Background: an optimization exercise with open tools, aiming at small area, a short achievable clock period and few clock cycles. Do not read the settings as production practice.
RTL that was checked went through simulation tests only; none was proved equivalent to the original.
Power is estimated from default activity; no workload was simulated.

== build 80 ==
// debounce_ctl
module debounce_ctl (
    input  wire        clk,
    input  wire        rst,
    input  wire        in_valid,
    output wire        in_ready,
    input  wire [7:0]  op,
    input  wire [31:0] period,
    input  wire [9:0]  sample,
    input  wire [31:0] num,
    input  wire [31:0] den,
    input  wire        pin_init,
    output reg         resp_valid,
    output reg         resp_ok,
    output reg         ev_reset,
    output reg         ev_reset_warm,
    output reg         ev_persist,
    output wire [7:0]  persist_val,
    output reg         ev_pulse,
    output wire        ev_diag_liveness,
    output reg         ev_diag_count,
    output wire [8:0]  diag_n,
    output reg         ev_diag_lockdown,
    output reg         ev_act,
    output reg         ev_ind,
    output reg         ev_rearm,
    output reg         act,
    output reg         ind,
    output reg         locked,
    output reg         pwm_valid,
    output reg  [31:0] pwm_on,
    output reg  [31:0] pwm_off
);
Size: about 2900 cells after synthesis, roughly 240 flip-flops, about 220 I/O pins.
==> flow/config.mk <==
export PLATFORM = sky130hd
export DESIGN_NAME = debounce_ctl
export DESIGN_NICKNAME = debounce_ctl
export VERILOG_FILES = /design/flow/design.v
export SDC_FILE = /design/flow/constraint.sdc
export NUM_CORES = 4
export LEC_CHECK = 0
export CAP_MARGIN = 20
export CORE_MARGIN = 2
export CORE_UTILIZATION = 50
export SETUP_SLACK_MARGIN = 4.5
export SLEW_MARGIN = 20
==> flow/constraint.sdc <==
create_clock -name core_clock -period 10.0 [get_ports {clk}]
set_input_delay 2.0000 -clock core_clock [delete_from_list [all_inputs] [get_ports {clk}]]
set_output_delay 2.0000 -clock core_clock [all_outputs]
set_load 0.01 [all_outputs]
run.sh (not shown) runs the stock make flow with config.mk's settings and CLKGATE_MAP_FILE= SYNTH_SCRIPT=/design/flow/synth_recipe.tcl, a recipe that flattens the netlist after the stock synthesis.
Testbench counts of build 80, summed over its fixed seeds: cycles 33,671.
Input-level comparison between build 49 and build 80:
diff --git a/flow/config.mk b/flow/config.mk
--- a/flow/config.mk
+++ b/flow/config.mk
@@ -9,4 +9,4 @@
 export CORE_MARGIN = 2
-export CORE_UTILIZATION = 50
-export SETUP_SLACK_MARGIN = 4.5
+export CORE_UTILIZATION = 40
+export SETUP_SLACK_MARGIN = 4
 export SLEW_MARGIN = 20
[summary]
- Re number of inverters outside the clock class in the layout: no difference whatsoever between build 80 and build 49.
- Area: build 49 vs build 80 -> build 49 smaller
- Taking build 80 as the reference, in build 49 power density relative to cell area did not really move; detailed-route via count went down.
- Any difference in worst hold slack between build 80 and build 49 is small enough to ignore.
- Highest net fanout along the worst path | build 49 above build 80
- | final critical-path required period | lower: build 49 |
- Compared with build 80, build 49 shows worst-case setup slack after placement higher by 0.13 ns.
- Going from build 80 to build 49, multi-input gate area in the final layout shrinks by about 5%.
Inputs modified between build 49 and build 47:
diff --git a/flow/config.mk b/flow/config.mk
--- a/flow/config.mk
+++ b/flow/config.mk
@@ -9,3 +9,3 @@
 export CORE_MARGIN = 2
-export CORE_UTILIZATION = 40
+export CORE_UTILIZATION = 50
 export SETUP_SLACK_MARGIN = 4
==> comparison <==
The lower worst ir drop on vdd came out of build 47. Clock-cell share of area across build 47 and build 49: no real change. Against build 49, cell area power density in build 47 rose slightly. Sort build 47 and build 49 by global-route usage asc -> top: build 49. Maximum frequency went down slightly going from build 49 to build 47. Between build 49 and build 47, cell area after placement decreased. Delta (build 47 minus build 49): sequential share of layout area moved up; final cell utilization of the core moved up. Between build 49 and build 47, the flow reports number of cells in the finished layout apart from fillers decreasing by a few percent. Compared with build 49, build 47 shows overall power consumption that has gone up slightly.

* * *

Another version of the RTL of debounce_ctl (not shown whole).
For scale: about 2300 cells after synthesis, about 220 flip-flops, roughly 220 I/O pins, ~19000 µm² of cells after synthesis.
// debounce_ctl
module debounce_ctl (
    input  wire        clk,
    input  wire        rst,
    input  wire        in_valid,
    output wire        in_ready,
    input  wire [7:0]  op,
    input  wire [31:0] period,
    input  wire [9:0]  sample,
    input  wire [31:0] num,
    input  wire [31:0] den,
    input  wire        pin_init,
    output reg         resp_valid,
    output reg         resp_ok,
    output reg         ev_reset,
    output reg         ev_reset_warm,
    output reg         ev_persist,
    output wire [7:0]  persist_val,
    output reg         ev_pulse,
    output wire        ev_diag_liveness,
    output reg         ev_diag_count,
    output wire [8:0]  diag_n,
    output reg         ev_diag_lockdown,
    output reg         ev_act,
    output reg         ev_ind,
    output reg         ev_rearm,
    output reg         act,
    output reg         ind,
    output reg         locked,
    output reg         pwm_valid,
    output reg  [31:0] pwm_on,
    output reg  [31:0] pwm_off
);
    localparam [2:0]  WDT_MAX         = 3'd5;
    localparam [31:0] PWM_PERIOD_INIT = 32'd1000;
    localparam [1:0] FG_IDLE = 2'd0, FG_READY = 2'd1, FG_ON = 2'd2, FG_OFF = 2'd3;
    localparam [1:0] V_EDGE = 2'd0, V_DEB = 2'd1, V_LIV = 2'd2, V_WDT = 2'd3;
    reg              booted;
    reg              pin_level;
    reg              edge_en, edge_pend;
    reg              deb_armed, deb_pend;
    reg [1:0]        deb_count;
    reg [2:0]        timeout_count;
    reg              wdt_pend;
    reg              liv_armed, liv_pend;
    reg              liv_count;
    reg              pwm_enabled;
    reg [31:0]       pwm_period;
    reg [1:0]        fg;
    reg              frame_valid;
    reg [1:0]        frame_vec;
    reg [3:0]        frame_pc;
    reg              store_valid;
    reg [2:0]        store_val;
    reg [2:0]        ev_n;
    assign persist_val      = {5'd0, ev_n};
    assign diag_n           = {6'd0, ev_n};
    assign ev_diag_liveness = ev_pulse;
    reg              busy;           
    reg              fin;            
    reg [31:0]       sa;             
    reg [31:0]       sd;             
    reg [4:0]        bit_k;          
    reg              p_bit;          
    reg              rneg;           
    reg              rdy;            
  ...
clock: 10.0 ns
lec_check: 0
cap_margin: 20
core_margin: 2
core_utilization: 40
setup_slack_margin: 4
slew_margin: 20
Rerun with:
- ABC_CLOCK_PERIOD_IN_PS: default -> 3500
- CORE_UTILIZATION: 40 -> 60
- SETUP_SLACK_MARGIN: 4 -> 5
What happened: Critical path depth rose by 10; maximum frequency fell by 7.4%; first-iteration DRC count rose by about 60%; setup slack gets worse by 490 ps.
Function was not checked in any run of this note: the RTL went through the layout flow alone.

## port drivers added, routing unchanged
No port has a modelled driver above. Below, the same layouts with a new extraction and two added sets of constraints. Step 1 sets driving cells, clkbuf_16 on the clock port and buf_2 on the other inputs (assumed; they add their load-dependent delay and slew). Step 2 also shifts input and output timing later by t, the mid clock arrival at the registers, as if the neighbouring blocks saw the same clock. Three values: ideal ports, drivers, drivers and shift; two values: the first two.
| run | shift t [ns] | setup slack, ns | worst setup path at the end | clock arrival spread, ns | slew at the worst register clock pin (ns) |
|---|---|---|---|---|---|
| build 80 | 0.661 | 3.852 / 3.852 / 3.697 | input to register | 0.017 / 0.017 | 0.07 / 0.07 |
| build 49 | 0.665 | 4.078 / 4.078 / 3.740 | input to register | 0.021 / 0.021 | 0.07 / 0.07 |
| build 47 | 0.675 | 4.028 / 4.028 / 3.570 | input to register | 0.019 / 0.019 | 0.07 / 0.07 |
| the first run of note 2 | 0.617 | 3.900 / 3.900 / 3.411 | input to register | 0.024 / 0.025 | 0.07 / 0.07 |
| the second run of note 2 | 0.599 | 3.413 / 3.413 / 3.413 | register to register | 0.016 / 0.015 | 0.07 / 0.07 |
After both steps every run listed still meets setup and hold. The setup slack of the first run of note 2, which loses most, moves by 0.000 ns with the drivers and by -0.489 ns with both steps.
